Context: an optimization exercise on an open-source flow, tuned for small area, a short achievable clock period and few clock cycles. The choices shown serve that exercise and are no tape-out recipe. Function was checked by simulation only, so behaviour that the tests miss may differ from the original. Power figures rest on the tool's default switching activity, not on a simulated workload.

// pec_temp_core
module pec_temp_core (
    input  wire        clk,
    input  wire        rst,       
    input  wire        req,
    input  wire        we,
    input  wire [5:0]  addr,      
    input  wire [1:0]  size,      
    input  wire [3:0]  be,        
    input  wire [31:0] wdata,
    output wire        ready,
    output reg  [31:0] rdata,
    output wire        err
);
==> flow/config.mk <==
export PLATFORM = sky130hd
export DESIGN_NAME = pec_temp_core
export DESIGN_NICKNAME = pec_temp_core
export VERILOG_FILES = /design/flow/design.v
export SDC_FILE = /design/flow/constraint.sdc
export NUM_CORES = 4
export LEC_CHECK = 0
export ABC_AREA = 1
export CAP_MARGIN = 20
export CORE_MARGIN = 2
export CORE_UTILIZATION = 50
export SLEW_MARGIN = 20
==> flow/constraint.sdc <==
create_clock -name core_clock -period 36.0 [get_ports {clk}]
set_input_delay 7.2000 -clock core_clock [delete_from_list [all_inputs] [get_ports {clk}]]
set_output_delay 7.2000 -clock core_clock [all_outputs]
set_load 0.01 [all_outputs]
standard.sh (not shown) runs the stock make flow with config.mk's settings and CLKGATE_MAP_FILE= SYNTH_SCRIPT=/design/flow/synth_recipe.tcl, a recipe that flattens the netlist after the stock synthesis.
==> flow/flow/run.sh <==
#!/bin/bash
# Own layout flow: the standard flow (standard.sh, all ORFS steps unchanged) with
#  - the combinational logic optimised and mapped by ABC for area (no full-adder
#    extraction),
#  - every port buffered (as the standard flow does) with buf_2 instead of the
#    default port buffer cell,
#  - repair_timing asked for extra setup slack, so that it sizes up the
#    critical paths (the clock period and constraints are the standard flow's, unchanged).
# Each step's full output goes to a log file in this folder.
set -euo pipefail
work=$PWD
rm -rf "$work/scripts_area"
cp -r "$FLOW_HOME/scripts" "$work/scripts_area"
printf 'strash\n&get -n\n&deepsyn -T 60\n&put\ndch -f\namap -F 5\ntopo\nstime -c\n' > "$work/scripts_area/abc_area.script"
export SCRIPTS_DIR="$work/scripts_area"
export ADDER_MAP_FILE=
export SETUP_SLACK_MARGIN=20.0
export BUFFER_PORTS_ARGS="-buffer_cell sky130_fd_sc_hd__buf_2"
bash standard.sh synth > "$work/log_synth.txt" 2>&1
bash standard.sh floorplan > "$work/log_floorplan.txt" 2>&1
bash standard.sh place > "$work/log_place.txt" 2>&1
bash standard.sh cts > "$work/log_cts.txt" 2>&1
bash standard.sh route > "$work/log_route.txt" 2>&1
bash standard.sh finish > "$work/log_finish.txt" 2>&1
The baseline completed without violations.
Testbench counts at the start, summed over its fixed seeds: cycles 30,641.
Rerun with:
--- a/flow/flow/run.sh
+++ b/flow/flow/run.sh
@@ -2,4 +2,3 @@
 # Own layout flow: the standard flow (standard.sh, all ORFS steps unchanged) with
-#  - the combinational logic optimised and mapped by ABC for area (no full-adder
-#    extraction),
+#  - the combinational logic mapped by ABC for area (no full-adder extraction),
 #  - every port buffered (as the standard flow does) with buf_2 instead of the
@@ -13,3 +12,3 @@
 cp -r "$FLOW_HOME/scripts" "$work/scripts_area"
-printf 'strash\n&get -n\n&deepsyn -T 60\n&put\ndch -f\namap -F 5\ntopo\nstime -c\n' > "$work/scripts_area/abc_area.script"
+printf 'strash\ndch -f\nmap -a\ntopo\nstime -c\n' > "$work/scripts_area/abc_area.script"
 export SCRIPTS_DIR="$work/scripts_area"
Area after synthesis went up by 16%.
Count of clock-buffer cells in the layout is unchanged.
Critical path depth climbs by 1.
Flip-flop and latch count is unchanged.
Final cell count is higher by about 26%.
First-iteration DRC count came out lower by 5.9%.
Worst hold slack degrades by 0.018 ns.
Global-route usage is lower by 2.8 points.
Non-clock buffer count goes down by 18.
Rerun with:
--- a/flow/flow/run.sh
+++ b/flow/flow/run.sh
@@ -2,3 +2,4 @@
 # Own layout flow: the standard flow (standard.sh, all ORFS steps unchanged) with
-#  - the combinational logic mapped by ABC for area (no full-adder extraction),
+#  - the combinational logic optimised and mapped by ABC for area (no full-adder
+#    extraction),
 #  - every port buffered (as the standard flow does) with buf_2 instead of the
@@ -12,3 +13,3 @@
 cp -r "$FLOW_HOME/scripts" "$work/scripts_area"
-printf 'strash\ndch -f\nmap -a\ntopo\nstime -c\n' > "$work/scripts_area/abc_area.script"
+printf 'strash\n&get -n\n&deepsyn -T 60\n&put\ndch -f\namap -F 5\ntopo\nstime -c\n' > "$work/scripts_area/abc_area.script"
 export SCRIPTS_DIR="$work/scripts_area"
CTS_BUF_LIST = sky130_fd_sc_hd__clkbuf_4 sky130_fd_sc_hd__clkbuf_8   (was default)
=> The new run produced a clean layout; design area falls by 12%; total power falls by 26%; final cell count falls by 21%; maximum frequency barely changes; clock skew falls by 0.0079 ns.

========
Setup of run a:
Another version of the RTL of pec_temp_core (not shown whole).
Size in the first run: about 2900 cells after synthesis, about 82 I/O pins, roughly 18000 um^2 of cells after synthesis.
Settings: LEC_CHECK=0, ABC_AREA=1, CAP_MARGIN=20, CORE_MARGIN=2, CORE_UTILIZATION=30, SLEW_MARGIN=20; clock period 36.0 ns.
==> flow/flow/run.sh <==
#!/bin/bash
# Own layout flow: the standard flow (standard.sh, all ORFS steps unchanged) with
#  - the combinational logic mapped by ABC for area (no full-adder extraction),
#  - every port buffered (as the standard flow does) with buf_2 instead of the
#    default port buffer cell,
#  - repair_timing asked for extra setup slack, so that it sizes up the
#    critical paths (the clock period and constraints are the standard flow's, unchanged).
# Each step's full output goes to a log file in this folder.
set -euo pipefail
work=$PWD
rm -rf "$work/scripts_area"
cp -r "$FLOW_HOME/scripts" "$work/scripts_area"
printf 'strash\ndch -f\nmap -a\ntopo\nstime -c\n' > "$work/scripts_area/abc_area.script"
export SCRIPTS_DIR="$work/scripts_area"
export ADDER_MAP_FILE=
export SETUP_SLACK_MARGIN=20.0
export BUFFER_PORTS_ARGS="-buffer_cell sky130_fd_sc_hd__buf_2"
bash standard.sh synth > "$work/log_synth.txt" 2>&1
bash standard.sh floorplan > "$work/log_floorplan.txt" 2>&1
bash standard.sh place > "$work/log_place.txt" 2>&1
bash standard.sh cts > "$work/log_cts.txt" 2>&1
bash standard.sh route > "$work/log_route.txt" 2>&1
bash standard.sh finish > "$work/log_finish.txt" 2>&1
Run a completed every stage of the flow, and the final layout passed the timing, DRC and antenna checks.
Testbench counts of run a, summed over its fixed seeds: cycles 30,641.
What run b does differently from run a at the input level:
diff --git a/flow/flow/run.sh b/flow/flow/run.sh
--- a/flow/flow/run.sh
+++ b/flow/flow/run.sh
@@ -2,6 +2,4 @@
 # Own layout flow: the standard flow (standard.sh, all ORFS steps unchanged) with
 #  - the combinational logic mapped by ABC for area (no full-adder extraction),
-#  - every port buffered (as the standard flow does) with buf_2 instead of the
-#    default port buffer cell,
 #  - repair_timing asked for extra setup slack, so that it sizes up the
 #    critical paths (the clock period and constraints are the standard flow's, unchanged).
@@ -14,6 +12,5 @@
 export SCRIPTS_DIR="$work/scripts_area"
 export ADDER_MAP_FILE=
-export SETUP_SLACK_MARGIN=20.0
-export BUFFER_PORTS_ARGS="-buffer_cell sky130_fd_sc_hd__buf_2"
+export SETUP_SLACK_MARGIN=19.5
 bash standard.sh synth > "$work/log_synth.txt" 2>&1
 bash standard.sh floorplan > "$work/log_floorplan.txt" 2>&1
--- outcome ---
- Having completed the whole flow, run b delivered a layout that passed the timing, DRC and antenna checks.
- As of run b, via-per-instance ratio had fallen slightly compared to run a.
- Of the two candidates, run a has the better wire length of the first global-routing pass and run b the worse one.
- Detailed-routed wire length on met2: lower on run a
- In run b relative to run a, final area had gone up slightly.
- [diff] worst IR drop on VDD, run b relative to run a: regression
- Any difference in final design utilization between run a and run b is small enough to ignore.
- Taking run a as the reference, in run b share of the cycle needed by the critical path after routing increased 1.5 points; clock network power share went down by 1.2 points; power neither gained nor lost much; fraction of power consumed by combinational cells rose by 1.1 points.
- The maximum clock frequency of run b is lower than that of run a.

-- port drivers added, routing unchanged --
In the flow no input, the clock included, has a driving cell. The finished layouts below were timed again as built, in two steps. Step 1: set_driving_cell puts a clkbuf_16 on clk and a buf_2 on each other input, an assumption about the parent block. Step 2 also shifts input and output timing later by t, the mid clock arrival at the registers, as if the neighbouring blocks saw the same clock. a / b / c = ideal ports / drivers / drivers and shift; a / b = the first two.
run | shift t [ns] | setup slack, ns | hold WS [ns]
the first run of note 1 | 0.494 | 19.963 / 19.893 / 19.893 | 0.466 / 0.466 / 0.466
the second run of note 1 | 0.490 | 19.937 / 19.910 / 19.910 | 0.448 / 0.448 / 0.448
the third run of note 1 | 0.525 | 19.908 / 19.853 / 19.853 | 0.475 / 0.475 / 0.475
run a | 0.500 | 19.895 / 19.861 / 19.861 | 0.470 / 0.470 / 0.470
run b | 0.500 | 19.366 / 19.334 / 19.334 | 0.471 / 0.471 / 0.471
After both steps every run listed still meets setup and hold. For the first run of note 1, which loses most, drivers alone change the setup slack by -0.070 ns; drivers and shift together by -0.070 ns.
